What follows belongs to an exercise in optimizing a design on an open flow for small area, a short achievable clock period and few clock cycles per item; a production flow would make more cautious choices. Only simulation tests tie the RTL to the original design; equivalence was not proved. Power and IR drop assume default switching activity.

[design/flow/design.v]
module bitwidth16 (
    input  wire [15:0] v,
    output reg  [4:0]  bits
);
    integer i;
    always @* begin
        bits = 5'd0;
        for (i = 0; i < 16; i = i + 1)
            if (v[i])
                bits = i + 1;
    end
endmodule
module filtcore (
    input  wire        clk,
    input  wire        rst,
    input  wire        cmd_valid,
    output wire        cmd_ready,
    input  wire [31:0] cmd_word,
    output wire        rsp_valid,
    input  wire        rsp_ready,
    output wire [31:0] rsp_word,
    output wire [1:0]  err_sticky
);
    reg [15:0] al_l, al_h;       
    reg        cfg_l, cfg_h;
    reg [15:0] last_l, last_h;
    reg [5:0]  al_n;
    reg [3:0]  ash_n;
    reg        cfg_n;
    reg [9:0]  ls_n;             
    reg [1:0]  err_q;
    reg        va;               
    reg [1:0]  ua, oa;
    reg        ia;
    reg [15:0] xa;               
    reg [2:0]  sia;              
    reg        k_hi, k_mid, k_lo;    
    reg        ve;               
    reg        e_l, e_h, e_n;    
    reg        e_cin;            
    reg        e_fin;            
    reg        e_step;           
    reg        e_clr;            
    reg [1:0]  est;              
    reg [22:0] ep;               
    reg [6:0]  eb;               
    reg [15:0] ex;               
    reg        rv;               
    reg [1:0]  rs;
    reg [15:0] rr;               
    wire en = !rv || rsp_ready;
    wire [1:0]  cu = cmd_word[19:18];
    wire [1:0]  co = cmd_word[17:16];
    wire [15:0] cd = cmd_word[15:0];
    wire cill = (cmd_word[31:20] != 12'd0) || (cu == 2'd3) ||
                (co == 2'd3 && cd != 16'd0);
    wire p_go;
    wire a_rel;
    reg rdy_x, rdy_y;
    assign cmd_ready = !rst && (rdy_x || (rdy_y && rsp_ready));
    wire accept = cmd_valid && cmd_ready;
    always @(posedge clk) begin
        if (rst)
            va <= 1'b0;
        else if (accept)
            va <= 1'b1;
        else if (a_rel)
            va <= 1'b0;
    end
    wire        cw;
    wire [15:0] new_al;
    wire        fw      = cw && ua == {1'b0, cu[0]};
    wire        big_new = new_al[15:7] != 9'd0;
    wire        big_c   = fw ? big_new : (cu[0] ? al_h[15:7] != 9'd0 : al_l[15:7] != 9'd0);
    wire        cfg_c   = fw || (cu[0] ? cfg_h : cfg_l);
    wire        slow_c  = !cill && !cu[1] && co == 2'd1 && cfg_c && big_c;
    wire [4:0]  cx_bits;
    bitwidth16 u_bw_x (.v(cd), .bits(cx_bits));
    wire        ncoef = cu == 2'd2 && !co[0];
    wire [4:0]  ck    = ncoef ? 5'd6 : 5'd10;
    wire [3:0]  csa   = (cx_bits > ck) ? cx_bits - ck : 4'd0;
    wire [15:0] cxs   = cd >> csa;
    wire [2:0]  csi   = csa[2:0];
    wire        cnorm = cu == 2'd2 && co == 2'd1;
    always @(posedge clk) begin
        if (accept) begin
            ua  <= cu;
            oa  <= co;
            ia  <= cill;
            xa  <= cnorm ? {6'd0, cxs[9:0]} : ncoef ? {6'd0, csa, cxs[5:0]} : cd;
            sia <= csi;
        end
    end
    always @(posedge clk) begin
        if (accept) begin
            k_hi  <= slow_c;
            k_mid <= 1'b0;
            k_lo  <= 1'b0;
        end else if (p_go) begin
            k_hi  <= 1'b0;
            k_mid <= k_hi;
            k_lo  <= k_mid;
        end
    end
    wire basic   = !ua[1];
    wire is_init = oa == 2'd0;
    wire is_proc = oa == 2'd1;
    wire is_setc = oa == 2'd2;
    wire is_rst  = oa == 2'd3;
    wire [15:0] al_s  = ua[0] ? al_h : al_l;
    wire        cfg_s = ua[1] ? cfg_n : (ua[0] ? cfg_h : cfg_l);
    wire [8:0]  oh_s  = 9'd0 - al_s[15:7];       
    wire step = !ia && is_proc && cfg_s;
    wire fin  = !k_hi && !k_mid;
    assign p_go  = va && en;
    assign a_rel = p_go && fin;
    reg [6:0]  pa, pb;
    reg [15:0] px;
    always @* begin
        if (!basic) begin
            pa = {1'b0, al_n};
            pb = 7'd64 - {1'b0, al_n};
            px = xa;
        end else begin
            px = xa;
            if (k_hi) begin
                pa = {5'd0, al_s[15:14]};
                pb = {5'd0, oh_s[8:7]};
            end else if (k_mid) begin
                pa = al_s[13:7];
                pb = oh_s[6:0];
            end else begin
                pa = al_s[6:0];
                pb = ~al_s[6:0];
            end
        end
    end
    wire [22:0] prod;
    wire [22:0] pca, pcb;
    wire [23:0] prod24;
    mac7x16 u_mac_p (.b(pa), .l(px), .p(23'd0), .c(23'd0), .sa(pca), .sb(pcb), .t(prod24));
    assign prod = prod24[22:0];
    wire [4:0]  nsh  = {1'b0, ash_n} + {2'd0, sia};
    reg [1:0] pst;
    always @* begin
        if (ia)                    pst = 2'd1;
        else if (is_proc && !cfg_s) pst = 2'd2;
        else                       pst = 2'd0;
    end
    assign new_al = xa + 16'd1;
    assign cw = va && !ia && (is_init || is_setc);
    always @(posedge clk) begin
        if (!rst && cw && ua == 2'd0) al_l <= new_al;
        if (!rst && cw && ua == 2'd1) al_h <= new_al;
        if (!rst && cw && ua == 2'd2) begin
            al_n  <= xa[5:0];
            ash_n <= xa[9:6];
        end
    end
    always @(posedge clk) begin
        if (rst) begin
            cfg_l <= 1'b0;
            cfg_h <= 1'b0;
            cfg_n <= 1'b0;
            err_q <= 2'd0;
        end else begin
            if (cw && ua == 2'd0) cfg_l <= 1'b1;
            if (cw && ua == 2'd1) cfg_h <= 1'b1;
            if (cw && ua == 2'd2) cfg_n <= 1'b1;
            if (va && pst == 2'd1) err_q[0] <= 1'b1;
            if (va && pst == 2'd2) err_q[1] <= 1'b1;
        end
    end
    always @(posedge clk) begin
        if (rst)
            ve <= 1'b0;
        else if (en)
            ve <= p_go;
    end
    always @(posedge clk) begin
        if (p_go) begin
            e_l    <= ua == 2'd0;
            e_h    <= ua == 2'd1;
            e_n    <= ua[1];
            e_cin  <= k_mid || k_lo;
            e_fin  <= fin;
            e_step <= step;
            e_clr  <= !ia && (is_init || is_rst);
            est    <= pst;
            ep     <= prod;
            eb     <= pb;
            ex     <= basic ? xa : {11'd0, nsh};
        end
    end
    wire e_go = ve && en;
    wire [15:0] el = ({16{e_l}} & last_l) | ({16{e_h}} & last_h) |
                     ({16{e_n}} & {6'd0, ls_n});
    wire [15:0] ec = {16{e_cin}} & rr;
    wire [22:0] t;
    wire [22:0] ta, tb;          
    wire [23:0] t24;
    mac7x16 u_mac_e (.b(eb), .l(el), .p(ep), .c({ec, 7'd0}), .sa(ta), .sb(tb), .t(t24));
    assign t = t24[22:0];
    wire        c7  = ({1'b0, ta[6:0]} + {1'b0, tb[6:0]}) >> 7;
    wire [17:0] hx  = {2'b00, ex};
    wire [17:0] hna = {2'b11, ~ta[22:7]};
    wire [17:0] hnb = {2'b11, ~tb[22:7]};
    wire [17:0] hs  = hx ^ hna ^ hnb;
    wire [17:0] hc  = {(hx & hna | hx & hnb | hna & hnb), 1'b1};
    wire [17:0] hd  = hs + hc + {17'd0, !c7};           
    wire        hneg = t24[23] ? (hd[17] && !hd[16]) : hd[17];
    wire [15:0] hb  = hneg ? 16'd0 : hd[15:0];
    wire [15:0] yb = t[22:7];
    wire [15:0] s   = t[15:0];
    wire [4:0]  e   = ex[4:0];
    wire [31:0] sh  = {16'd0, s} << e;
    reg  [15:0] m_sat, m_big;
    integer i;
    always @* begin
        for (i = 0; i < 16; i = i + 1) begin
            m_sat[i] = i + e >= 22;
            m_big[i] = i + e >= 16;
        end
    end
    wire        sat = (s & m_sat) != 16'd0;
    wire        big = (s & m_big) != 16'd0;
    wire [15:0] yn  = sat ? 16'hFFFF : sh[21:6];
    reg  [3:0]  s_msb;           
    integer k;
    always @* begin
        s_msb = 4'd0;
        for (k = 0; k < 16; k = k + 1)
            if (s[k])
                s_msb = k;
    end
    wire [15:0] nrm = s << (~s_msb);
    wire [9:0]  top = nrm[15:6];
    wire [9:0]  ls_next = sat ? 10'h3FF : big ? top : sh[15:6];
    always @(posedge clk) begin
        if (rst) begin
            last_l <= 16'd0;
            last_h <= 16'd0;
            ls_n   <= 10'd0;
        end else if (e_go) begin
            if (e_fin) begin
                if (e_l) begin
                    if (e_clr) last_l <= 16'd0;
                    else if (e_step) last_l <= yb;
                end
                if (e_h) begin
                    if (e_clr) last_h <= 16'd0;
                    else if (e_step) last_h <= yb;
                end
                if (e_n) begin
                    if (e_clr) ls_n <= 10'd0;
                    else if (e_step) ls_n <= ls_next;
                end
            end
        end
    end
    always @(posedge clk) begin
        if (rst)
            rv <= 1'b0;
        else if (en)
            rv <= e_go && e_fin;
    end
    wire va_n    = !rst && (accept || (va && !a_rel));
    wire k_hi_n  = accept ? slow_c : (p_go ? 1'b0 : k_hi);
    wire k_mid_n = accept ? 1'b0 : (p_go ? k_hi : k_mid);
    wire rv_n    = !rst && (en ? (e_go && e_fin) : rv);
    wire fin_n   = !k_hi_n && !k_mid_n;
    always @(posedge clk) begin
        rdy_x <= !va_n || (fin_n && !rv_n);
        rdy_y <= fin_n;
    end
    always @(posedge clk) begin
        if (e_go) begin
            rs  <= est;
            if (e_fin && !e_step)
                rr <= 16'd0;
            else if (e_fin && e_n)
                rr <= yn;
            else if (e_fin && e_h)
                rr <= hb;
            else if (e_fin)
                rr <= yb;
            else
                rr <= t[15:0];
        end
    end
    assign rsp_valid  = rv && !rst;
    assign rsp_word   = {14'd0, rs, rr};
    assign err_sticky = err_q;
endmodule
module mac7x16 (
    input  wire [6:0]  b,
    input  wire [15:0] l,
    input  wire [22:0] p,
    input  wire [22:0] c,
    output wire [22:0] sa,
    output wire [22:0] sb,
    output wire [23:0] t
);
    wire [22:0] r0 = b[0] ? {7'd0, l}       : 23'd0;
    wire [22:0] r1 = b[1] ? {6'd0, l, 1'd0} : 23'd0;
    wire [22:0] r2 = b[2] ? {5'd0, l, 2'd0} : 23'd0;
    wire [22:0] r3 = b[3] ? {4'd0, l, 3'd0} : 23'd0;
    wire [22:0] r4 = b[4] ? {3'd0, l, 4'd0} : 23'd0;
    wire [22:0] r5 = b[5] ? {2'd0, l, 5'd0} : 23'd0;
    wire [22:0] r6 = b[6] ? {1'd0, l, 6'd0} : 23'd0;
    wire [22:0] s1a = r0 ^ r1 ^ r2;
    wire [22:0] c1a = {(r0 & r1 | r0 & r2 | r1 & r2), 1'b0};
    wire [22:0] s1b = r3 ^ r4 ^ r5;
    wire [22:0] c1b = {(r3 & r4 | r3 & r5 | r4 & r5), 1'b0};
    wire [22:0] s1c = r6 ^ p ^ c;
    wire [22:0] c1c = {(r6 & p | r6 & c | p & c), 1'b0};
    wire [22:0] s2a = s1a ^ c1a ^ s1b;
    wire [22:0] c2a = {(s1a & c1a | s1a & s1b | c1a & s1b), 1'b0};
    wire [22:0] s2b = c1b ^ s1c ^ c1c;
    wire [22:0] c2b = {(c1b & s1c | c1b & c1c | s1c & c1c), 1'b0};
    wire [22:0] s3 = s2a ^ c2a ^ s2b;
    wire [22:0] c3 = {(s2a & c2a | s2a & s2b | c2a & s2b), 1'b0};
    wire [22:0] s4 = s3 ^ c3 ^ c2b;
    wire [22:0] c4 = {(s3 & c3 | s3 & c2b | c3 & c2b), 1'b0};
    assign sa = s4;
    assign sb = c4;
    assign t  = {1'b0, s4} + {1'b0, c4};
endmodule
[design/flow/flow/run.sh]
#!/bin/bash
set -euo pipefail
bash standard.sh SYNTH_ARGS=-noabc SETUP_SLACK_MARGIN=7.9 finish > standard.log 2>&1
[design/flow/standard.sh]
#!/bin/bash
# synth_recipe.tcl (not shown) runs the flow's synth.tcl, then flattens the netlist and writes it again
# the make line also repeats each setting of config.mk as NAME=value (left out here)
make -C /OpenROAD-flow-scripts/flow DESIGN_CONFIG=/design/flow/config.mk WORK_HOME=/design/flow/orfs CLKGATE_MAP_FILE= SYNTH_SCRIPT=/design/flow/synth_recipe.tcl "${@:-finish}"
[design/flow/config.mk]
export PLATFORM = sky130hd
export DESIGN_NAME = filtcore
export DESIGN_NICKNAME = filtcore
export VERILOG_FILES = /design/flow/design.v
export SDC_FILE = /design/flow/constraint.sdc
export NUM_CORES = 4
export LEC_CHECK = 0
export ABC_AREA = 1
export CAP_MARGIN = 20
export CORE_MARGIN = 2
export CORE_UTILIZATION = 60
export PLACE_DENSITY = 0.7
export SLEW_MARGIN = 20
[design/flow/constraint.sdc]
create_clock -name core_clock -period 14.0 [get_ports {clk}]
set_input_delay 2.8000 -clock core_clock [delete_from_list [all_inputs] [get_ports {clk}]]
set_output_delay 2.8000 -clock core_clock [all_outputs]
set_load 0.01 [all_outputs]
==> results of run 1 <==
-- power by group --
group	internal (mW)	leakage, nW	switching [mW]
clock	0.244	0.296	0.264
combinational	1.13	9.84	1.83
sequential	0.672	1.73	0.0332
total	2.05	11.9	2.13
-- timing repair --
item,CTS,global route
gates resized for setup,93,219
hold buffers,0,0
endpoints found under the setup margin,37,40
pin swaps,16,75
setup buffers,40,57
hold endpoints to repair,0,0
gates cloned,1,6
-- path summary, 6_finish.rpt --
kind	from	end	slack, ns	cells after the start
setup / recovery	e_l	rr[10]	7.87	25
hold / removal	est[1]	rs[1]	0.42	0
setup reg to reg	e_l	rr[10]	7.87	25
hold reg to reg	est[1]	rs[1]	0.42	0
-- kinds of logic (layout without fill, tap and decap cells) --
group	after synthesis	after routing
AND/OR/NAND/NOR	1141	1144
buffers and inverters	482	591
AO/OA/AOI/OAI	445	445
adder cells (fa/ha/maj)	346	346
flip-flops	194	194
XOR/XNOR	66	66
multiplexers	4	4
other	1	14
-- sequential cells by signal, indices dropped and copies added, names as in the netlist, 16 cells and up --
name,cells
xa,16
last_h,16
al_l,16
ex,16
last_l,16
ep,23
rr,16
al_h,16
-- synth_stat cells (all sizes together), types with 4 or more instances --
library cell / instances / area share
mux2i: 4 / 0.0019
a21o: 6 / 0.0021
or2: 8 / 0.0024
a31oi: 15 / 0.0045
xnor2: 15 / 0.0071
nand4: 17 / 0.0051
a21oi: 149 / 0.037
clkinv: 10 / 0.0018
o211ai: 20 / 0.0071
nand3b: 6 / 0.0027
dfxtp: 55 / 0.052
o21ai: 184 / 0.044
fa: 197 / 0.19
o22ai: 12 / 0.0036
xor2: 51 / 0.021
a211oi: 6 / 0.0021
a22o: 6 / 0.0025
nand2: 585 / 0.11
nand3: 172 / 0.042
o21bai: 6 / 0.0021
nor3: 22 / 0.0060
buf: 37 / 0.012
edfxtp: 139 / 0.20
a31o: 5 / 0.0021
ha: 149 / 0.089
clkbuf: 65 / 0.012
inv: 370 / 0.066
nor4: 13 / 0.0042
nor2: 312 / 0.057
o221ai: 6 / 0.0025
o31ai: 9 / 0.0032
-- worst max-delay path: cells and delay by family, from the launching register on --
| family | cells | cell delay [ns] |
|---|---|---|
| adders and majority gates | 6 | 2.86 |
| DFF | 1 | 0.44 |
| AOI/OAI and AO/OA | 5 | 0.86 |
| buffers and inverters | 7 | 0.88 |
| and+or+nand+nor | 7 | 0.91 |
-- final cells by class --
class | count | share of cell area
sequential | 194 | 0.216
clock inverter | 15 | 0.00707
timing repair inverter | 1 | 0.000205
timing repair buffer | 178 | 0.0656
multi-input combinational | 2019 | 0.610
tap | 455 | 0.0233
inverter | 380 | 0.0602
clock buffer | 17 | 0.0174
-- layer usage --
layer	global-route usage	vias up
li1	-	8921
met1	0.450	9382
met2	0.598	958
met3	0.0351	219
met4	0.181	0
met5	0	-
==> impl_metrics.py, run 1 <==
metrics = {
    "synth": {
        "syn-instance-count": 2679,
        "yosys_register_bits": 194,
        "yosys.area_share.simple": 0.229,
        "synth-xor-area-share": 0.0284,
        "synth_compound_area_frac": 0.121,
        "synth_top_family_by_area": "adder cells",
        "synth_cell_types": 67,
        "synthAdderAreaFrac": 0.276,
        "synthMuxAreaShare": 0.00190,
        "syn_avg_cell_area_sq_um": 7.85,
        "synth_ff_type": "edfxtp_1",
        "seq_area_frac_synth": 0.251,
        "synth_warnings": 2,
        "ys_async_sr_fraction": 0,
        "synth_edf_count": 139,
        "syn_area_sq_um": 21000,
    },
    "cts": {
        "cts_tree": "yes",
        "cts_inserted_buffers": 17,
        "clock_latency_ns": 0.46,
        "clkTransAtPathRegs_ns": 0.08,
        "clk_path_buf_depth": 2,
        "cts_num_sinks": 194,
        "htreeDepth": 4,
        "cts_root_buffer": "clkbuf_16",
    },
    "drt": {
        "drt-total-wl_um": 66200,
        "drt_first_pass_iters": 8,
        "wl_met3_um": 4520,
        "drc": 0,
        "dr_total_vias": 19500,
        "vias_per_cell": 5.98,
        "wl_per_cell_um": 20.3,
        "wl_met1_um": 25900,
        "top_layer_used": "met4",
        "drt-initial-drc-count": 2123,
        "ant_nets": 0,
        "wl_met2_um": 31900,
    },
    "global_routing": {
        "grt_pass1_wl_um": 99300,
        "overflow": 0,
        "grt_max_degree": 59,
        "grt_pass1_vias": 18500,
        "grt_usage": 0.353,
        "antenna_found_initial": 0,
    },
    "sta": {
        "timing.final.ws_setup_ns": 7.87,
        "maxSlewHeadroom": 0.241,
        "drv_slew": 0,
        "tightest_slew_ns": 1.13,
        "fin_crit_ns": 6.13,
        "hold-worst-slack_ns": 0.424,
        "finalSetupViolations": 0,
        "rsz0062_at_grt": "yes",
        "fmax_ghz": 0.163,
        "period_share": 0.438,
        "final-hold-violation-count": 0,
        "fin_tns_setup_ns": 0,
        "fin_worst_skew_ns": 0.0118,
    },
    "layout": {
        "fill_cells": 2670,
        "drive_gt1_frac": 0.146,
        "fin_nets": 3173,
        "multi_input_area_sq_um": 14900,
        "final_util": 0.707,
        "layout_common_cells": "nand2_1 (521), inv_1 (335), nor2_1 (287)",
        "syn_to_final_growth_pct": 16.3,
        "fin_cells": 3259,
        "final_area_sq_um": 24400,
        "layout_commonest_cell": "nand2_1",
        "antenna_cells": 0,
        "seq_area_sq_um": 5280,
    },
    "run_status": {
        "status": "finished clean",
    },
    "power_and_ir_drop": {
        "max-vdd-ir-drop_mv": 0.142,
        "powerDensity_nw_per_um2": 171,
        "p_leak_nw": 11.9,
        "fin_total_pwr_mw": 4.18,
    },
    "placed_design": {
        "dp_slack_ns": 6.72,
        "hpwl_um": 49400,
        "dpl_cell_area_sq_um": 21900,
        "port_buffers": 57,
        "globalplace.congestion": 1.05,
        "dp.cells": 3123,
    },
    "critical_path": {
        "critPathMaxStageDelay_ns": 0.58,
        "slowest_stage": "fa_1",
        "worst_setup_path_end_kind": "flip-flop",
        "worstPathRequired_ns": 14.31,
        "cp_max_fo": 7,
        "crit_path_frequent_cell": "fa_1",
        "critical_path_class": "reg2reg",
        "startpoint_type": "flip-flop",
        "arrival_ns": 6.44,
    },
    "job": {
        "maxCapViolCount": 0,
    },
    "die": {
        "initial_core_util": 0.608,
        "dieArea_sq_um": 36500,
        "die-width_um": 191,
        "die_height_um": 191,
        "core-area_sq_um": 34500,
        "ios": 72,
        "rows": 68,
    },
    "hold_path": {
        "hold_class": "reg2reg",
    },
}
Testbench counts, summed over its fixed seeds: cycles 16,024, items 16,000.
==> inputs of run 2 (changes only) <==
==> design/flow/flow/run.sh (replaced) <==
#!/bin/bash
set -euo pipefail
bash standard.sh SYNTH_ARGS=-noabc 'BUFFER_PORTS_ARGS=-buffer_cell sky130_fd_sc_hd__buf_1' \
    SETUP_SLACK_MARGIN=7.6 finish > standard.log 2>&1
==> run 2 against run 1 <==
Net effect: combinational power shrank 13%; clock skew grew 0.0021 ns; non-clock buffer count shrank 42; clock power grew 8.4%; fmax shrank 2.0%; utilization shrank 4.2 points; largest cell class unchanged.
==> impl_metrics.py, run 2 <==
metrics = {
    "run_status": {
        "status": "finished clean",
    },
    "synth": {
        "yosysTopAreaCell": "edfxtp_1",
        "synth_warnings": 2,
        "synth_ff_type": "edfxtp_1",
        "ys_async_sr_fraction": 0,
        "yosys_register_bits": 194,
        "synth.area.top_cells": "edfxtp_1 (20%), fa_1 (19%), nand2_1 (10%)",
        "syn_avg_cell_area_sq_um": 7.85,
        "syn_area_sq_um": 21000,
        "synth_edf_count": 139,
        "synth_commonest_cells": "nand2_1 (567), inv_1 (358), nor2_1 (306)",
        "seq_area_frac_synth": 0.251,
        "synth_top_area_frac": 0.199,
        "synth_cell_types": 67,
        "synth.most_common_cell": "nand2_1",
        "syn-instance-count": 2679,
    },
    "placed_design": {
        "hpwl_um": 51800,
        "dp.cells": 3121,
        "dp_slack_ns": 6.66,
        "globalplace.congestion": 1.02,
        "port_buffers": 57,
    },
    "sta": {
        "final-hold-violation-count": 0,
        "maxSlewHeadroom": 0.266,
        "tightest_slew_ns": 1.10,
        "fin_worst_skew_ns": 0.0138,
        "timing.final.ws_setup_ns": 7.75,
        "fmax_ghz": 0.160,
        "finalSetupViolations": 0,
        "drv_slew": 0,
        "fin_crit_ns": 6.25,
        "rsz0062_at_grt": "yes",
        "fin_tns_setup_ns": 0,
        "period_share": 0.447,
    },
    "global_routing": {
        "antenna_found_initial": 0,
        "grt_pass1_wl_um": 102000,
        "grt_max_degree": 58,
        "grt_pass1_vias": 18500,
        "grt_usage": 0.365,
        "overflow": 0,
    },
    "layout": {
        "syn_to_final_growth_pct": 9.36,
        "fin_cells": 3213,
        "layout_common_cells": "nand2_1 (561), inv_1 (346), nor2_1 (303)",
        "drive_gt1_frac": 0.0863,
        "regMostFlops": "ep",
        "fin_nets": 3127,
        "largest_reg_flops": 23,
        "antenna_cells": 0,
        "layout_commonest_cell": "nand2_1",
    },
    "power_and_ir_drop": {
        "p_leak_nw": 11.4,
        "powerDensity_nw_per_um2": 167,
        "max-vdd-ir-drop_mv": 0.234,
    },
    "drt": {
        "vias_per_cell": 5.97,
        "drt_first_pass_iters": 6,
        "wl_per_cell_um": 20.4,
        "drt-total-wl_um": 65600,
        "drc": 0,
        "ant_nets": 0,
        "dr_total_vias": 19200,
        "drt-initial-drc-count": 1935,
    },
    "die": {
        "core-area_sq_um": 34500,
        "dieArea_sq_um": 36500,
        "rows": 68,
        "die-width_um": 191,
        "ios": 72,
        "die_height_um": 191,
        "initial_core_util": 0.608,
    },
    "critical_path": {
        "worst_setup_path_end_kind": "flip-flop",
        "critPathMaxStageDelay_ns": 0.59,
        "r2r_end": "rr[10]",
        "critical_path_class": "reg2reg",
        "ff2ff_setup_slack_ns": 7.75,
        "arrival_ns": 6.46,
        "cp_max_fo": 7,
        "slowest_stage": "fa_1",
        "rr_startpoint": "e_n",
        "crit_path_frequent_cell": "nand2_1",
        "critPathBufInv": 3,
        "cp_top_family": "adder cells",
        "startpoint_type": "flip-flop",
        "critical_path.startpoint": "e_n",
        "worst_r2r_path_depth": 26,
        "worstPathRequired_ns": 14.20,
    },
    "hold_path": {
        "hold_depth": 0,
        "min_to": "rs[0]",
        "hold_class": "reg2reg",
        "hp-start": "est[0]",
    },
    "cts": {
        "cts_root_buffer": "clkbuf_16",
        "clk_path_buf_depth": 2,
        "clock_latency_ns": 0.46,
        "cts_inserted_buffers": 17,
        "cts_num_sinks": 194,
        "cts_tree": "yes",
        "htreeDepth": 4,
        "clkTransAtPathRegs_ns": 0.08,
    },
    "job": {
        "maxCapViolCount": 0,
    },
}
==> run 2: what timing repair did <==
item                       in CTS  in global routing
setup endpoints to repair      33                 29
resized for setup              25                 74
hold buffers                    0                  0
setup buffers                  31                 28
pin swaps                       3                 10
==> run 2: where the power goes <==
| group | internal (mW) | switching, mW | total (mW) |
|---|---|---|---|
| clock network | 0.305 | 0.248 | 0.552 |
| logic | 0.898 | 1.68 | 2.57 |
| registers | 0.672 | 0.0352 | 0.707 |
| total | 1.87 | 1.96 | 3.83 |
==> run 2: final cells by class <==
cell class	count	area, sq um
fillers	2962	11600
repair buffers	136	827
well taps	455	569
multi-input cells	2016	14200
flip-flops and latches	194	5280
clock inverters	12	176
inverters	380	1450
clock buffers	20	500
==> run 2: cells by family (layout without fill, tap and decap cells) <==
family | after synthesis | after routing | synth area share
and+or+nand+nor | 1141 | 1141 | 0.229
buffers and inverters | 482 | 548 | 0.0916
AOI/OAI and AO/OA | 445 | 445 | 0.121
adders and majority gates | 346 | 346 | 0.276
DFF | 194 | 194 | 0.251
xor gates and xnor gates | 66 | 66 | 0.0284
muxes | 4 | 4 | 0.00191
other | 1 | 14 | 0.000178
==> run 2: worst max path at each step <==
stage,endpoint,slack [ns],cells past startpoint
floorplan,rsp_valid,7.69,3
global placement,ep[21],6.72,27
detailed placement,ep[21],6.66,27
CTS,ep[21],7.54,27
global route,ep[21],7.55,29
finish,rr[10],7.75,26
==> run 2: routing by layer <==
layer,up-vias,routed length [um],track usage
li1,8812,-,-
met1,9220,25500,0.459
met2,939,31400,0.608
met3,219,4840,0.0510
met4,0,3930,0.199
met5,-,0,0
==> run 2: through the flow <==
step,power (mW),instance area (sq um),hold WS (ns),utilization
floorplan,2.43,21100,0.400,-
global placement,2.98,21500,0.405,0.623
detailed placement,3.01,21500,0.411,0.623
CTS,3.60,22500,0.429,0.652
global route,4.08,23000,0.452,0.665
finish,3.83,23000,0.428,0.665
==> run 2: worst register-to-register path, delay by kind of cell, from the launching register on <==
kind | cells | cell delay, ns
adders and majority gates | 7 | 2.90
and+or+nand+nor | 10 | 1.06
AOI/OAI and AO/OA | 5 | 1.06
DFF | 1 | 0.38
xor gates and xnor gates | 1 | 0.32
buffers and inverters | 3 | 0.30
==> inputs of run 3 (changes only) <==
--- a/design/flow/config.mk
+++ b/design/flow/config.mk
@@ -12,2 +12,3 @@
 export PLACE_DENSITY = 0.7
 export SLEW_MARGIN = 20
+export TNS_END_PERCENT = 5
==> run 3 against run 2 <==
Net effect: still clean on timing, DRC and antenna; utilization shrank 0.29 points; design area is 0.44% lower; die area did not move; synthesized cell count unchanged; power decreased by 1.1%; critical endpoint is now cmd_ready; largest cell class unchanged.
==> impl_metrics.py, run 3 <==
metrics = {
    "cts": {
        "cts_tree": "yes",
        "cts_root_buffer": "clkbuf_16",
        "clock_latency_ns": 0.46,
        "htreeDepth": 4,
        "cts_num_sinks": 194,
        "cts_hold_buf": 0,
        "clk_path_buf_depth": 2,
        "cts_inserted_buffers": 17,
        "clkTransAtPathRegs_ns": 0.07,
    },
    "critical_path": {
        "arrival_ns": 3.59,
        "critical_path.startpoint": "rst",
        "critical_path_class": "in2out",
        "cp_max_fo": 19,
        "startpoint_type": "primary input",
        "worstPathRequired_ns": 11.20,
        "rr_startpoint": "e_h",
        "worst_setup_path_end_kind": "output pin",
        "ff2ff_setup_slack_ns": 7.68,
    },
    "sta": {
        "fmax_ghz": 0.157,
        "period_share": 0.456,
        "timing.final.ws_setup_ns": 7.61,
        "final-hold-violation-count": 0,
        "finalSetupViolations": 0,
        "drv_slew": 0,
        "fin_worst_skew_ns": 0.0138,
        "rsz0062_at_grt": "yes",
        "hold-worst-slack_ns": 0.428,
        "fin_crit_ns": 6.39,
        "maxSlewHeadroom": 0.281,
        "tightest_slew_ns": 1.08,
        "fin_tns_setup_ns": 0,
    },
    "synth": {
        "syn-instance-count": 2679,
        "yosys.area_share.simple": 0.229,
        "synth_compound_area_frac": 0.121,
        "synth_ff_type": "edfxtp_1",
        "synthMuxAreaShare": 0.00190,
        "yosys_register_bits": 194,
        "synth_commonest_cells": "nand2_1 (567), inv_1 (358), nor2_1 (306)",
        "synth_warnings": 2,
        "synth.most_common_cell": "nand2_1",
        "seq_area_frac_synth": 0.251,
        "synth_top_family_by_area": "adder cells",
        "synthAdderAreaFrac": 0.276,
        "synth_cell_types": 67,
        "synth_top_area_frac": 0.199,
        "synth-xor-area-share": 0.0284,
        "syn_avg_cell_area_sq_um": 7.85,
        "ys_async_sr_fraction": 0,
        "syn_area_sq_um": 21000,
        "yosysTopAreaCell": "edfxtp_1",
        "synth.area.top_cells": "edfxtp_1 (20%), fa_1 (19%), nand2_1 (10%)",
        "synth_edf_count": 139,
    },
    "die": {
        "core-area_sq_um": 34500,
        "ios": 72,
        "die_height_um": 191,
        "initial_core_util": 0.608,
        "rows": 68,
        "dieArea_sq_um": 36500,
        "die-width_um": 191,
    },
    "layout": {
        "fin_nets": 3118,
        "drive_gt1_frac": 0.0804,
        "final_util": 0.662,
        "fin_cells": 3204,
        "layout_common_cells": "nand2_1 (562), inv_1 (347), nor2_1 (303)",
        "fill_cells": 2979,
        "largest_reg_flops": 23,
        "syn_to_final_growth_pct": 8.88,
        "layout_commonest_cell": "nand2_1",
        "regMostFlops": "ep",
        "antenna_cells": 0,
    },
    "job": {
        "maxCapViolCount": 0,
    },
    "placed_design": {
        "dp.cells": 3121,
        "port_buffers": 57,
        "dp_slack_ns": 6.66,
        "globalplace.congestion": 1.02,
        "hpwl_um": 51800,
    },
    "drt": {
        "vias_per_cell": 5.98,
        "drt_first_pass_iters": 6,
        "drc": 0,
        "ant_nets": 0,
        "wl_per_cell_um": 20.5,
        "drt-initial-drc-count": 1897,
        "dr_total_vias": 19100,
        "drt-total-wl_um": 65800,
    },
    "global_routing": {
        "grt_pass1_wl_um": 102000,
        "grt_pass1_vias": 18500,
        "antenna_found_initial": 0,
        "grt_usage": 0.365,
        "overflow": 0,
        "grt_max_degree": 58,
    },
    "power_and_ir_drop": {
        "p_leak_nw": 11.3,
        "switching_power_mw": 1.95,
        "p_seq_frac": 0.186,
        "max-vdd-ir-drop_mv": 0.232,
        "pwr-share-comb": 0.668,
        "clockPowerShare": 0.146,
        "p_sw_frac": 0.514,
        "powerDensity_nw_per_um2": 166,
        "p_int_mw": 1.84,
    },
    "run_status": {
        "status": "finished clean",
    },
    "hold_path": {
        "hp-start": "est[0]",
        "hold_class": "reg2reg",
    },
}
[run 3: cell count changes in the layout (fill, tap and decap cells not counted), sizes merged]
cell           previous run  this run
buf                     136       126
clkdlybuf4s15             0         1
[run 3: layout make-up]
| cell class | count | area [sq um] | area share |
|---|---|---|---|
| Timing Repair Buffer | 127 | 766 | 0.0335 |
| Inverter | 380 | 1450 | 0.0633 |
| Clock buffer | 20 | 500 | 0.0219 |
| Multi-Input combinational cell | 2016 | 14100 | 0.618 |
| Tap cell | 455 | 569 | 0.0249 |
| Clock inverter | 12 | 176 | 0.00771 |
| Sequential cell | 194 | 5280 | 0.231 |
[run 3: worst paths after layout]
check	to	cells past startpoint
max	cmd_ready	3
min	rs[0]	0
max reg2reg	rr[0]	26
min reg2reg	rs[0]	0
[run 3: kinds of logic (layout without fill, tap and decap cells)]
logic type	count (synthesis)	count (layout)
other	1	14
AOI/OAI and AO/OA	445	445
muxes	4	4
xor gates and xnor gates	66	66
adders and majority gates	346	346
and+or+nand+nor	1141	1141
DFF	194	194
buffers and inverters	482	539
[run 3: per-layer routing]
layer / vias up / wire length [um] / track usage
met1: 9197 / 25500 / 0.460
li1: 8776 / - / -
met3: 222 / 4810 / 0.0520
met4: 0 / 4030 / 0.201
met2: 949 / 31400 / 0.607
met5: - / 0 / 0
[run 3: worst max-delay path, cell delays in order]
cell	delay (ns)
clkdlybuf4s15_2	0.39
a21oi_2	0.23
buf_1	0.17
[run 3: power by group through the flow]
stage	clock network (mW)	logic (mW)	registers (mW)
finish	0.552	2.53	0.707
global route	0.575	2.75	0.709
CTS	0.555	2.34	0.706
detailed placement	0	2.29	0.721
global placement	0	2.26	0.721
floorplan	0	1.73	0.701
[run 3: metrics by stage]
step	cell area [sq um]	power, mW
finish	22900	3.79
floorplan	21100	2.43
CTS	22500	3.60
global route	22900	4.03
global placement	21500	2.98
detailed placement	21500	3.01
[run 3: what timing repair did]
item / in CTS / in global routing
setup endpoints to repair: 33 / 29
hold endpoints to repair: 0 / 0
gates resized for setup: 21 / 66
pin swaps: 3 / 7
buffers inserted: 31 / 19
==> inputs of run 4 (changes only) <==
--- a/design/flow/config.mk
+++ b/design/flow/config.mk
@@ -10,5 +10,5 @@
 export CORE_MARGIN = 2
 export CORE_UTILIZATION = 60
+export CTS_BUF_LIST = sky130_fd_sc_hd__clkbuf_8
 export PLACE_DENSITY = 0.7
 export SLEW_MARGIN = 20
-export TNS_END_PERCENT = 5
==> run 4 against run 3 <==
Net effect: still clean; clock skew is 0.011 ns higher; synthesized cell count stayed put; combinational power is 2% higher; fmax is 2.8% higher; die area stayed put; wire length hardly changed; critical path depth is 26 higher; non-clock buffer count stayed put; via count is 0.27% lower; clock-buffer cell count is 3 lower; largest power group unchanged.
==> impl_metrics.py, run 4 <==
metrics = {
    "placed_design": {
        "dp_slack_ns": 6.66,
        "hpwl_um": 51800,
        "dpl_cell_area_sq_um": 21500,
        "port_buffers": 57,
        "globalplace.congestion": 1.02,
    },
    "layout": {
        "drive_gt1_frac": 0.0880,
        "regMostFlops": "ep",
        "layout_common_cells": "nand2_1 (559), inv_1 (345), nor2_1 (302)",
        "layout_commonest_cell": "nand2_1",
        "final_area_sq_um": 22800,
        "syn_to_final_growth_pct": 8.51,
        "antenna_cells": 0,
        "fin_nets": 3118,
        "largest_reg_flops": 23,
    },
    "sta": {
        "drv_slew": 0,
        "rsz0062_at_grt": "yes",
        "timing.final.ws_setup_ns": 7.79,
        "fin_tns_setup_ns": 0,
        "fin_worst_skew_ns": 0.0250,
        "fin_crit_ns": 6.21,
        "tightest_slew_ns": 1.11,
        "hold-worst-slack_ns": 0.432,
        "finalSetupViolations": 0,
        "fmax_ghz": 0.161,
        "period_share": 0.444,
        "maxSlewHeadroom": 0.262,
        "final-hold-violation-count": 0,
    },
    "power_and_ir_drop": {
        "p_seq_frac": 0.189,
        "p_sw_frac": 0.521,
        "clockPowerShare": 0.121,
        "fin_total_pwr_mw": 3.74,
        "p_int_mw": 1.79,
        "max-vdd-ir-drop_mv": 0.232,
        "p_leak_nw": 11.3,
        "pwr-share-comb": 0.690,
        "powerDensity_nw_per_um2": 164,
        "switching_power_mw": 1.95,
    },
    "cts": {
        "cts_tree": "yes",
        "htreeDepth": 4,
        "cts_inserted_buffers": 17,
        "cts_hold_buf": 0,
        "clock_latency_ns": 0.52,
        "cts_root_buffer": "clkbuf_8",
        "clk_path_buf_depth": 2,
        "cts_num_sinks": 194,
        "clkTransAtPathRegs_ns": 0.11,
    },
    "die": {
        "core-area_sq_um": 34500,
        "die_height_um": 191,
        "dieArea_sq_um": 36500,
        "die-width_um": 191,
        "ios": 72,
        "initial_core_util": 0.608,
        "rows": 68,
    },
    "drt": {
        "drt-total-wl_um": 65700,
        "ant_nets": 0,
        "vias_per_cell": 5.96,
        "drt-initial-drc-count": 2097,
        "drt_first_pass_iters": 6,
        "wl_per_cell_um": 20.5,
        "drc": 0,
        "dr_total_vias": 19100,
    },
    "critical_path": {
        "cp_max_fo": 7,
        "path_depth": 29,
        "rr_startpoint": "e_l",
        "r2r_end": "rr[10]",
        "critPathBufInv": 3,
        "worstPathRequired_ns": 14.26,
        "critPathMaxStageDelay_ns": 0.59,
        "critical_path_class": "reg2reg",
        "cp_top_family": "adder cells",
        "ff2ff_setup_slack_ns": 7.79,
        "startpoint_type": "flip-flop",
        "arrival_ns": 6.47,
        "crit_end": "rr[10]",
        "slowest_stage": "fa_1",
        "worst_setup_path_end_kind": "flip-flop",
        "critical_path.startpoint": "e_l",
        "worst_r2r_path_depth": 29,
    },
    "synth": {
        "synth.area.top_cells": "edfxtp_1 (20%), fa_1 (19%), nand2_1 (10%)",
        "seq_area_frac_synth": 0.251,
        "ys_async_sr_fraction": 0,
        "synth_edf_count": 139,
        "syn_avg_cell_area_sq_um": 7.85,
        "yosys_register_bits": 194,
        "syn-instance-count": 2679,
        "synth.most_common_cell": "nand2_1",
        "synth_ff_type": "edfxtp_1",
        "synth_cell_types": 67,
        "yosysTopAreaCell": "edfxtp_1",
        "synth_top_area_frac": 0.199,
        "synth_commonest_cells": "nand2_1 (567), inv_1 (358), nor2_1 (306)",
        "synth_warnings": 2,
        "syn_area_sq_um": 21000,
    },
    "job": {
        "maxCapViolCount": 0,
    },
    "run_status": {
        "status": "finished clean",
    },
    "global_routing": {
        "antenna_found_initial": 1,
        "grt_max_degree": 58,
        "grt_pass1_wl_um": 101000,
        "grt_usage": 0.365,
        "grt_pass1_vias": 18500,
        "overflow": 0,
    },
    "hold_path": {
        "hold_class": "reg2reg",
    },
}
run 4: cell types whose count changed in the layout (fill, tap and decap cells not counted), moves of 3 or more:
| cell | delta |
|---|---|
| clkbuf_16 | -20 |
| clkbuf_8 | +17 |
| ha_1 | -6 |
| a21oi_1 | -4 |
| ha_2 | +4 |
| a21oi_2 | +3 |
| bufinv_16 | +3 |
| inv_2 | +3 |
| nand2_1 | -3 |
| nand3_2 | -3 |
| nand3_4 | +3 |
run 4: what timing repair did:
action / 4_1_cts / 5_1_grt
pin swaps: 3 / 14
setup buffers: 27 / 23
cloned: 0 / 0
resized for setup: 28 / 85
setup endpoints to repair: 33 / 30
run 4: how the worst min path moves through the flow:
stage	slack, ns	cells after the start	end	start
after CTS	0.44	0	rs[0]	est[0]
after global routing	0.44	0	rs[0]	est[0]
after floorplan	0.40	0	rs[0]	est[0]
final	0.43	0	rs[0]	est[0]
after global placement	0.40	0	rs[0]	est[0]
after detailed placement	0.41	0	rs[0]	est[0]
run 4: power by group through the flow:
stage,sequential [mW],clock [mW],combinational (mW)
after global routing,0.709,0.476,2.80
after floorplan,0.701,0,1.73
final,0.707,0.453,2.58
after global placement,0.721,0,2.26
after CTS,0.706,0.458,2.35
after detailed placement,0.721,0,2.29
run 4: routing by layer:
layer | vias up | global-route usage | part of all wire
li1 | 8790 | - | -
met4 | 0 | 0.201 | 0.061
met3 | 211 | 0.0584 | 0.078
met5 | - | 0 | 0
met2 | 913 | 0.605 | 0.48
met1 | 9178 | 0.457 | 0.39
run 4: cells by family (layout without fill, tap and decap cells):
logic type,count (synthesis),count (layout),share of synthesized area
AND/OR/NAND/NOR,1141,1141,0.229
other,1,14,0.000178
XOR/XNOR,66,66,0.0284
AO/OA/AOI/OAI,445,445,0.121
flip-flops,194,194,0.251
buffers and inverters,482,539,0.0916
multiplexers,4,4,0.00191
adder cells (fa/ha/maj),346,346,0.276
run 4: metrics by stage:
stage	instances	utilization
floorplan	2692	-
global placement	3121	0.623
detailed placement	3121	0.623
CTS	3180	0.646
global route	3204	0.660
finish	3204	0.660
run 4: cell type report:
class	instances	area, sq um
tap	455	569
timing repair buffer	127	761
clock inverter	15	267
multi-input combinational	2016	14300
sequential	194	5280
clock buffer	17	234
inverter	380	1450
fill	2995	11700
run 4: worst register-to-register path, delay by kind of cell, from the launching register on:
family	cells	cell delay, ns
adder cells (fa/ha/maj)	7	2.92
AND/OR/NAND/NOR	13	1.34
AO/OA/AOI/OAI	6	1.01
flip-flops	1	0.41
buffers and inverters	3	0.30
==> inputs of run 5 (changes only) <==
--- a/design/flow/config.mk
+++ b/design/flow/config.mk
@@ -10,5 +10,5 @@
 export CORE_MARGIN = 2
 export CORE_UTILIZATION = 60
-export CTS_BUF_LIST = sky130_fd_sc_hd__clkbuf_8
+export GPL_TIMING_DRIVEN = 0
 export PLACE_DENSITY = 0.7
 export SLEW_MARGIN = 20
==> run 5 against run 4 <==
Net effect: still clean on timing, DRC and antenna; design area is 2.2% higher; non-clock buffer count is 63 higher; cell count is 2.0% higher; clock-buffer cell count stayed put; combinational power hardly changed; flip-flop and latch count stayed put; largest cell class unchanged.
==> impl_metrics.py, run 5 <==
metrics = {
    "run_status": {
        "status": "finished clean",
    },
    "power_and_ir_drop": {
        "p_leak_nw": 11.5,
        "powerDensity_nw_per_um2": 164,
        "max-vdd-ir-drop_mv": 0.179,
    },
    "cts": {
        "cts_num_sinks": 194,
        "htreeDepth": 4,
        "cts_root_buffer": "clkbuf_16",
        "cts_tree": "yes",
        "clkTransAtPathRegs_ns": 0.08,
        "cts_inserted_buffers": 17,
        "clock_latency_ns": 0.47,
        "clk_path_buf_depth": 2,
    },
    "die": {
        "ios": 72,
        "rows": 68,
        "die_height_um": 191,
        "die-width_um": 191,
        "initial_core_util": 0.608,
        "core-area_sq_um": 34500,
        "dieArea_sq_um": 36500,
    },
    "placed_design": {
        "globalplace.congestion": 0.984,
        "hpwl_um": 52100,
        "port_buffers": 56,
        "dp.cells": 3206,
    },
    "synth": {
        "synth.area.top_cells": "edfxtp_1 (20%), fa_1 (19%), nand2_1 (10%)",
        "synthAdderAreaFrac": 0.276,
        "synth_warnings": 2,
        "synth_edf_count": 139,
        "syn_avg_cell_area_sq_um": 7.85,
        "synth_ff_type": "edfxtp_1",
        "syn-instance-count": 2679,
        "synth_commonest_cells": "nand2_1 (567), inv_1 (358), nor2_1 (306)",
        "syn_area_sq_um": 21000,
        "yosys_register_bits": 194,
        "synth-xor-area-share": 0.0284,
        "yosysTopAreaCell": "edfxtp_1",
        "synth_top_family_by_area": "adder cells",
        "yosys.area_share.simple": 0.229,
        "synth.most_common_cell": "nand2_1",
        "seq_area_frac_synth": 0.251,
        "synth_top_area_frac": 0.199,
        "ys_async_sr_fraction": 0,
        "synth_cell_types": 67,
        "synthMuxAreaShare": 0.00190,
        "synth_compound_area_frac": 0.121,
    },
    "critical_path": {
        "startpoint_type": "primary input",
        "worst_r2r_path_depth": 33,
        "crit_end": "rsp_valid",
        "critical_path_class": "in2out",
        "cp_max_fo": 10,
        "rr_startpoint": "e_h",
        "worst_setup_path_end_kind": "output pin",
        "arrival_ns": 3.50,
        "critical_path.startpoint": "rst",
        "ff2ff_setup_slack_ns": 7.76,
        "r2r_end": "ls_n[2]",
        "worstPathRequired_ns": 11.20,
    },
    "hold_path": {
        "hp-start": "est[0]",
        "hold_depth": 0,
        "hold_class": "reg2reg",
    },
    "layout": {
        "syn_to_final_growth_pct": 10.9,
        "fin_nets": 3182,
        "drive_gt1_frac": 0.0992,
        "antenna_cells": 0,
        "layout_commonest_cell": "nand2_1",
        "regMostFlops": "ep",
        "fin_cells": 3268,
        "largest_reg_flops": 23,
        "layout_common_cells": "nand2_1 (547), inv_1 (349), nor2_1 (298)",
    },
    "global_routing": {
        "grt_usage": 0.363,
        "overflow": 0,
        "grt_pass1_wl_um": 101000,
        "antenna_found_initial": 0,
        "busiest_layer": "met2",
        "grt_use_met2": 0.606,
        "globalRouteMet3Util": 0.0490,
        "use_met1": 0.450,
        "grt_pass1_vias": 18900,
        "grt_max_degree": 32,
    },
    "drt": {
        "wl_per_cell_um": 20.1,
        "dr_total_vias": 19400,
        "drt-total-wl_um": 65600,
        "vias_per_cell": 5.93,
        "drt-initial-drc-count": 1705,
        "ant_nets": 0,
        "drc": 0,
        "drt_first_pass_iters": 7,
    },
    "sta": {
        "fin_tns_setup_ns": 0,
        "tightest_slew_ns": 1.10,
        "final-hold-violation-count": 0,
        "maxSlewHeadroom": 0.270,
        "fin_worst_skew_ns": 0.0136,
        "period_share": 0.450,
        "fmax_ghz": 0.159,
        "finalSetupViolations": 0,
        "rsz0062_at_grt": "yes",
        "drv_slew": 0,
        "fin_crit_ns": 6.30,
    },
    "job": {
        "maxCapViolCount": 0,
    },
}
run 5: cell counts after synthesis:
Identical to the previous run, type by type.
run 5: how the worst min path moves through the flow:
stage,slack [ns],endpoint
after floorplan,0.40,rs[0]
after global placement,0.41,rs[0]
after detailed placement,0.41,rs[0]
after CTS,0.43,rs[0]
after global routing,0.43,rs[0]
final,0.43,rs[0]
run 5: logic make-up (layout without fill, tap and decap cells):
kind of cell | count (synthesis) | in the layout
other | 1 | 14
adders and majority gates | 346 | 346
DFF | 194 | 194
xor gates and xnor gates | 66 | 66
muxes | 4 | 4
buffers and inverters | 482 | 602
AOI/OAI and AO/OA | 445 | 445
and+or+nand+nor | 1141 | 1142
run 5: metrics by stage:
step / util / setup slack, ns / power (mW) / hold slack [ns] / cell area [sq um]
after floorplan: - / 7.69 / 2.43 / 0.400 / 21100
after global placement: 0.632 / 6.60 / 2.99 / 0.406 / 21800
after detailed placement: 0.635 / 6.62 / 3.03 / 0.407 / 21900
after CTS: 0.661 / 7.60 / 3.63 / 0.425 / 22800
after global routing: 0.675 / 7.47 / 4.10 / 0.427 / 23300
final: 0.675 / 7.70 / 3.83 / 0.426 / 23300
run 5: repair_timing:
| item | 4_1_cts | 5_1_grt |
|---|---|---|
| hold buffers | 0 | 0 |
| endpoints found under the setup margin | 39 | 32 |
| pin swaps | 6 | 34 |
| cloned | 0 | 1 |
| setup buffers | 10 | 19 |
| gates resized for setup | 76 | 111 |
run 5: cell type report:
type	instances	area (sq um)
Multi-Input combinational cell	2017	14300
Fill cell	2948	11200
Sequential cell	194	5280
Inverter	380	1440
Buffer	102	596
Tap cell	455	569
Timing Repair Buffer	88	492
Clock buffer	17	425
Clock inverter	15	186
run 5: routing by layer:
layer / share of wire / vias to the layer above
met3: 0.070 / 235
met5: 0 / -
met4: 0.065 / 0
li1: - / 8920
met2: 0.47 / 934
met1: 0.39 / 9281
run 5: worst max-delay path, cell delays in order:
cell      delay [ns]
clkbuf_2        0.22
buf_2           0.28
nor2_1          0.07
buf_1           0.13
run 5: where the power goes:
| part | switching [mW] | total [mW] | internal (mW) |
|---|---|---|---|
| Clock | 0.276 | 0.524 | 0.247 |
| Sequential | 0.0287 | 0.700 | 0.671 |
| Combinational | 1.67 | 2.60 | 0.936 |
| Total | 1.97 | 3.83 | 1.86 |
==> inputs of run 6 (changes only) <==
--- a/design/flow/config.mk
+++ b/design/flow/config.mk
@@ -10,5 +10,5 @@
 export CORE_MARGIN = 2
 export CORE_UTILIZATION = 60
-export GPL_TIMING_DRIVEN = 0
+export CTS_BUF_LIST = sky130_fd_sc_hd__clkbuf_8 sky130_fd_sc_hd__clkbuf_16
 export PLACE_DENSITY = 0.7
 export SLEW_MARGIN = 20
==> run 6 against run 5 <==
Net effect: combinational power about the same; wire length about the same; fmax up 0.71%; highest routed layer unchanged; synthesized cell count unchanged; clock power up 5.3%; critical path depth up 22; power up 0.18%; flip-flop and latch count unchanged; non-clock buffer count down 54; sequential power up 1%.
==> impl_metrics.py, run 6 <==
metrics = {
    "run_status": {
        "status": "finished clean",
    },
    "layout": {
        "fin_nets": 3127,
        "antenna_cells": 0,
        "fin_cells": 3213,
        "final_util": 0.665,
        "syn_to_final_growth_pct": 9.36,
        "final_area_sq_um": 23000,
        "largest_reg_flops": 23,
        "layout_common_cells": "nand2_1 (561), inv_1 (346), nor2_1 (303)",
        "drive_gt1_frac": 0.0863,
        "layout_commonest_cell": "nand2_1",
        "regMostFlops": "ep",
    },
    "sta": {
        "period_share": 0.447,
        "fin_tns_setup_ns": 0,
        "fin_worst_skew_ns": 0.0138,
        "fin_crit_ns": 6.25,
        "fmax_ghz": 0.160,
        "finalSetupViolations": 0,
        "tightest_slew_ns": 1.10,
        "timing.final.ws_setup_ns": 7.75,
        "drv_slew": 0,
        "maxSlewHeadroom": 0.266,
        "final-hold-violation-count": 0,
        "hold-worst-slack_ns": 0.428,
        "rsz0062_at_grt": "yes",
    },
    "synth": {
        "synth-xor-area-share": 0.0284,
        "seq_area_frac_synth": 0.251,
        "synth.most_common_cell": "nand2_1",
        "syn_avg_cell_area_sq_um": 7.85,
        "synth_warnings": 2,
        "synth_edf_count": 139,
        "synth_top_family_by_area": "adder cells",
        "syn_area_sq_um": 21000,
        "synthAdderAreaFrac": 0.276,
        "syn-instance-count": 2679,
        "yosysTopAreaCell": "edfxtp_1",
        "synthMuxAreaShare": 0.00190,
        "synth_compound_area_frac": 0.121,
        "synth.area.top_cells": "edfxtp_1 (20%), fa_1 (19%), nand2_1 (10%)",
        "synth_ff_type": "edfxtp_1",
        "ys_async_sr_fraction": 0,
        "yosys_register_bits": 194,
        "synth_top_area_frac": 0.199,
        "synth_commonest_cells": "nand2_1 (567), inv_1 (358), nor2_1 (306)",
        "synth_cell_types": 67,
        "yosys.area_share.simple": 0.229,
    },
    "power_and_ir_drop": {
        "powerDensity_nw_per_um2": 167,
        "p_int_mw": 1.87,
        "p_seq_frac": 0.184,
        "max-vdd-ir-drop_mv": 0.234,
        "fin_total_pwr_mw": 3.83,
        "switching_power_mw": 1.96,
        "pwr-share-comb": 0.672,
        "p_leak_nw": 11.4,
        "p_sw_frac": 0.511,
        "clockPowerShare": 0.144,
    },
    "cts": {
        "clkTransAtPathRegs_ns": 0.08,
        "cts_root_buffer": "clkbuf_16",
        "cts_tree": "yes",
        "cts_inserted_buffers": 17,
        "clk_path_buf_depth": 2,
        "cts_hold_buf": 0,
        "clock_latency_ns": 0.46,
        "htreeDepth": 4,
        "cts_num_sinks": 194,
    },
    "placed_design": {
        "dpl_cell_area_sq_um": 21500,
        "dp_slack_ns": 6.66,
        "port_buffers": 57,
        "hpwl_um": 51800,
        "dp.cells": 3121,
        "globalplace.congestion": 1.02,
    },
    "die": {
        "dieArea_sq_um": 36500,
        "rows": 68,
        "die-width_um": 191,
        "core-area_sq_um": 34500,
        "initial_core_util": 0.608,
        "die_height_um": 191,
        "ios": 72,
    },
    "global_routing": {
        "grt_pass1_vias": 18500,
        "overflow": 0,
        "grt_max_degree": 58,
        "grt_usage": 0.365,
        "antenna_found_initial": 0,
        "grt_pass1_wl_um": 102000,
    },
    "critical_path": {
        "worst_setup_path_end_kind": "flip-flop",
        "critPathMaxStageDelay_ns": 0.59,
        "critical_path_class": "reg2reg",
        "cp_max_fo": 7,
        "crit_path_frequent_cell": "nand2_1",
        "startpoint_type": "flip-flop",
        "worstPathRequired_ns": 14.20,
        "slowest_stage": "fa_1",
        "arrival_ns": 6.46,
    },
    "drt": {
        "drt-initial-drc-count": 1935,
        "vias_per_cell": 5.97,
        "dr_total_vias": 19200,
        "drt_first_pass_iters": 6,
        "wl_per_cell_um": 20.4,
        "ant_nets": 0,
        "drc": 0,
        "drt-total-wl_um": 65600,
    },
    "job": {
        "maxCapViolCount": 0,
    },
    "hold_path": {
        "hold_class": "reg2reg",
    },
}
-- run 6: cell counts after synthesis --
No cell type changed its count.
-- run 6: area by class of cell --
type                    count  area (sq um)
fillers                  2962         11600
multi-input cells        2016         14200
well taps                 455           569
clock buffers              20           500
repair buffers            136           827
inverters                 380          1450
clock inverters            12           176
flip-flops and latches    194          5280
-- run 6: cells by family (layout without fill, tap and decap cells) --
family,after synthesis,after routing
fa+ha+maj,346,346
xor+xnor,66,66
compound gates,445,445
other cells,1,14
simple gates,1141,1141
buf+inv,482,548
flops,194,194
mux,4,4
-- run 6: power groups by stage --
stage	registers [mW]	logic [mW]	clock network (mW)
6_report	0.707	2.57	0.552
3_5_place_dp	0.721	2.29	0
4_1_cts	0.706	2.34	0.555
5_1_grt	0.709	2.79	0.575
3_3_place_gp	0.721	2.26	0
2_1_floorplan	0.701	1.73	0
-- run 6: critical path, delay by kind of cell (launching register included) --
kind,cells,cell delay (ns)
compound gates,5,1.05
fa+ha+maj,7,2.90
flops,1,0.38
xor+xnor,1,0.32
simple gates,10,1.05
buf+inv,3,0.30
-- run 6: repair_timing --
action	CTS	global route
gates resized for setup	25	74
pin swaps	3	10
endpoints found under the setup margin	33	29
setup buffers	31	28
-- run 6: path summary, 6_finish.rpt --
check	from	to	slack (ns)	cells past startpoint
setup / recovery	e_n	rr[10]	7.75	26
hold / removal	est[0]	rs[0]	0.43	0
setup reg to reg	e_n	rr[10]	7.75	26
hold reg to reg	est[0]	rs[0]	0.43	0
-- run 6: metal layers --
layer	up-vias	global-route usage	routed length, um
met5	-	0	0
met4	0	0.199	3930
met3	219	0.0510	4840
met2	939	0.608	31400
met1	9220	0.459	25500
li1	8812	-	-
==> inputs of run 7 (changes only) <==
==> design/flow/flow/run.sh (replaced) <==
#!/bin/bash
set -euo pipefail
bash standard.sh SYNTH_ARGS=-noabc 'BUFFER_PORTS_ARGS=-buffer_cell sky130_fd_sc_hd__buf_1' \
    SETUP_SLACK_MARGIN=7.45 finish > standard.log 2>&1
--- a/design/flow/config.mk
+++ b/design/flow/config.mk
@@ -10,5 +10,4 @@
 export CORE_MARGIN = 2
 export CORE_UTILIZATION = 60
-export CTS_BUF_LIST = sky130_fd_sc_hd__clkbuf_8 sky130_fd_sc_hd__clkbuf_16
 export PLACE_DENSITY = 0.7
 export SLEW_MARGIN = 20
==> run 7 against run 6 <==
Net effect: power is 3.3% lower; sequential share of layout area rose by 0.33 points; synthesized cell count unchanged; combinational power shrank 5%; worst hold slack hardly changed.
==> impl_metrics.py, run 7 <==
metrics = {
    "die": {
        "die_height_um": 191,
        "die-width_um": 191,
        "dieArea_sq_um": 36500,
        "rows": 68,
        "core-area_sq_um": 34500,
        "ios": 72,
        "initial_core_util": 0.608,
    },
    "layout": {
        "seq_area_sq_um": 5280,
        "fin_cells": 3189,
        "multi_input_area_sq_um": 14100,
        "final_util": 0.656,
        "drive_gt1_frac": 0.0706,
        "layout_commonest_cell": "nand2_1",
        "largest_reg_flops": 23,
        "layout_common_cells": "nand2_1 (566), inv_1 (348), nor2_1 (303)",
        "fin_nets": 3103,
        "antenna_cells": 0,
        "fill_cells": 3014,
        "regMostFlops": "ep",
        "syn_to_final_growth_pct": 7.80,
    },
    "sta": {
        "fin_tns_setup_ns": 0,
        "fmax_ghz": 0.155,
        "period_share": 0.460,
        "fin_worst_skew_ns": 0.0133,
        "hold-worst-slack_ns": 0.428,
        "finalSetupViolations": 0,
        "rsz0062_at_grt": "yes",
        "tightest_slew_ns": 1.08,
        "drv_slew": 0,
        "maxSlewHeadroom": 0.280,
        "fin_crit_ns": 6.44,
        "final-hold-violation-count": 0,
    },
    "drt": {
        "ant_nets": 0,
        "vias_per_cell": 5.96,
        "drc": 0,
        "dr_total_vias": 19000,
        "drt-initial-drc-count": 1947,
        "wl_per_cell_um": 20.4,
        "drt-total-wl_um": 65200,
        "drt_first_pass_iters": 6,
    },
    "hold_path": {
        "hold_class": "reg2reg",
        "hp-start": "est[0]",
    },
    "cts": {
        "cts_num_sinks": 194,
        "clk_path_buf_depth": 2,
        "cts_inserted_buffers": 17,
        "clock_latency_ns": 0.46,
        "htreeDepth": 4,
        "cts_root_buffer": "clkbuf_16",
        "clkTransAtPathRegs_ns": 0.07,
        "cts_tree": "yes",
        "cts_hold_buf": 0,
    },
    "synth": {
        "seq_area_frac_synth": 0.251,
        "yosysTopAreaCell": "edfxtp_1",
        "synth_edf_count": 139,
        "ys_async_sr_fraction": 0,
        "synth_ff_type": "edfxtp_1",
        "syn_avg_cell_area_sq_um": 7.85,
        "synth_cell_types": 67,
        "synth.area.top_cells": "edfxtp_1 (20%), fa_1 (19%), nand2_1 (10%)",
        "synth_top_area_frac": 0.199,
        "yosys_register_bits": 194,
        "synth.most_common_cell": "nand2_1",
        "syn-instance-count": 2679,
        "synth_commonest_cells": "nand2_1 (567), inv_1 (358), nor2_1 (306)",
        "synth_warnings": 2,
        "syn_area_sq_um": 21000,
    },
    "power_and_ir_drop": {
        "powerDensity_nw_per_um2": 164,
        "p_leak_nw": 11.3,
        "max-vdd-ir-drop_mv": 0.221,
    },
    "critical_path": {
        "arrival_ns": 3.64,
        "path_cells": "clkdlybuf4s15_2 > a21oi_1 > buf_1",
        "worst_setup_path_end_kind": "output pin",
        "critPathMaxStageDelay_ns": 0.38,
        "critical_path_class": "in2out",
        "critPathBufInv": 2,
        "slowest_stage": "clkdlybuf4s15_2",
        "critical_path.startpoint": "rst",
        "startpoint_type": "primary input",
        "rr_startpoint": "e_h",
        "cp_max_fo": 19,
        "ff2ff_setup_slack_ns": 7.64,
        "cp_top_family": "buffers and inverters",
        "worstPathRequired_ns": 11.20,
    },
    "global_routing": {
        "grt_pass1_wl_um": 101000,
        "grt_pass1_vias": 18400,
        "antenna_found_initial": 0,
        "grt_max_degree": 58,
        "overflow": 0,
        "grt_usage": 0.363,
    },
    "placed_design": {
        "globalplace.congestion": 1.02,
        "hpwl_um": 51800,
        "dp.cells": 3121,
        "port_buffers": 57,
    },
    "job": {
        "maxCapViolCount": 0,
    },
    "run_status": {
        "status": "finished clean",
    },
}
[run 7: cell types whose count changed in the layout (fill, tap and decap cells not counted), moves of 3 or more]
| cell | change |
|---|---|
| a21oi_1 | +6 |
| a21oi_2 | -5 |
| buf_4 | -23 |
| fa_1 | +3 |
| fa_2 | -3 |
| inv_4 | -3 |
| nand2_1 | +5 |
| nand2_2 | -4 |
| nand3_2 | +6 |
| nand3_4 | -6 |
| o21ai_0 | +6 |
| o21ai_1 | -4 |
[run 7: final timing paths]
check,end,cells past startpoint
worst max-delay path,cmd_ready,3
worst min-delay path,rs[0],0
worst max register to register,ls_n[2],27
worst min register to register,rs[0],0
[run 7: final cells by class]
class | instances | area share
Multi-Input combinational cell | 2016 | 0.620
Sequential cell | 194 | 0.233
Inverter | 380 | 0.0636
Timing Repair Buffer | 112 | 0.0283
Tap cell | 455 | 0.0251
Clock buffer | 20 | 0.0221
Clock inverter | 12 | 0.00779
[run 7: cell families (layout without fill, tap and decap cells)]
group | Yosys count | count (layout) | share of synthesized area
simple gates | 1141 | 1141 | 0.229
buf+inv | 482 | 524 | 0.0916
compound gates | 445 | 445 | 0.121
fa+ha+maj | 346 | 346 | 0.276
flops | 194 | 194 | 0.251
xor+xnor | 66 | 66 | 0.0284
mux | 4 | 4 | 0.00191
other cells | 1 | 14 | 0.000178
[run 7: per-layer routing]
layer	up-vias	routed length, um	track usage	part of all wire
li1	8765	-	-	-
met1	9140	25500	0.459	0.39
met3	202	4720	0.0501	0.072
met5	-	0	0	0
met2	891	31100	0.605	0.48
met4	0	3860	0.199	0.059
[run 7: where the power goes]
| group | switching, mW | total [mW] | internal, mW | leakage (nW) |
|---|---|---|---|---|
| clock | 0.247 | 0.551 | 0.305 | 0.325 |
| sequential | 0.0351 | 0.707 | 0.672 | 1.73 |
| combinational | 1.63 | 2.45 | 0.818 | 9.19 |
[run 7: per-stage QoR]
stage,power (mW),instance area [sq um],worst slack (ns)
2_1_floorplan,2.43,21100,7.69
3_3_place_gp,2.98,21500,6.72
3_5_place_dp,3.01,21500,6.66
4_1_cts,3.60,22500,7.43
5_1_grt,3.96,22700,7.39
6_report,3.71,22700,7.56
[run 7: timing repair]
item	4_1_cts	5_1_grt
pin swaps	3	3
endpoints found under the setup margin	32	27
resized for setup	19	38
hold endpoints to repair	0	0
setup buffers	28	7

## static timing again, ports no longer ideal
The flow's constraints put no driver on any port. The routed layouts listed below were extracted and timed again, unchanged, in two steps.
Step 1: set_driving_cell puts a clkbuf_16 on clk and a buf_2 on each other input, an assumption about the parent block.
Step 2 also shifts input and output timing later by t, the mid clock arrival at the registers, as if the neighbouring blocks saw the same clock.
Slacks: no drivers / after step 1 / after step 2; pairs: no drivers / after step 1.
| run | t, ns | setup slack, ns | clock arrival spread, ns | worst register clock-pin slew, ns | pins driven straight from the clock port |
|---|---|---|---|---|---|
| run 1 | 0.512 | 7.874 / 7.874 / 7.682 | 0.012 / 0.012 | 0.08 / 0.08 | 1 |
| run 2 | 0.507 | 7.746 / 7.746 / 7.697 | 0.013 / 0.014 | 0.08 / 0.08 | 1 |
| run 3 | 0.504 | 7.611 / 7.587 / 7.587 | 0.014 / 0.014 | 0.08 / 0.08 | 1 |
| run 4 | 0.555 | 7.787 / 7.783 / 7.715 | 0.028 / 0.027 | 0.12 / 0.12 | 1 |
| run 5 | 0.521 | 7.701 / 7.658 / 7.658 | 0.014 / 0.014 | 0.09 / 0.09 | 1 |
| run 6 | 0.507 | 7.746 / 7.746 / 7.697 | 0.013 / 0.014 | 0.08 / 0.08 | 1 |
| run 7 | 0.506 | 7.562 / 7.539 / 7.539 | 0.014 / 0.014 | 0.08 / 0.08 | 1 |
After both steps setup and hold are still met in every run listed. The setup slack of run 1, which loses most, moves by 0.000 ns with the drivers and by -0.192 ns with both steps.
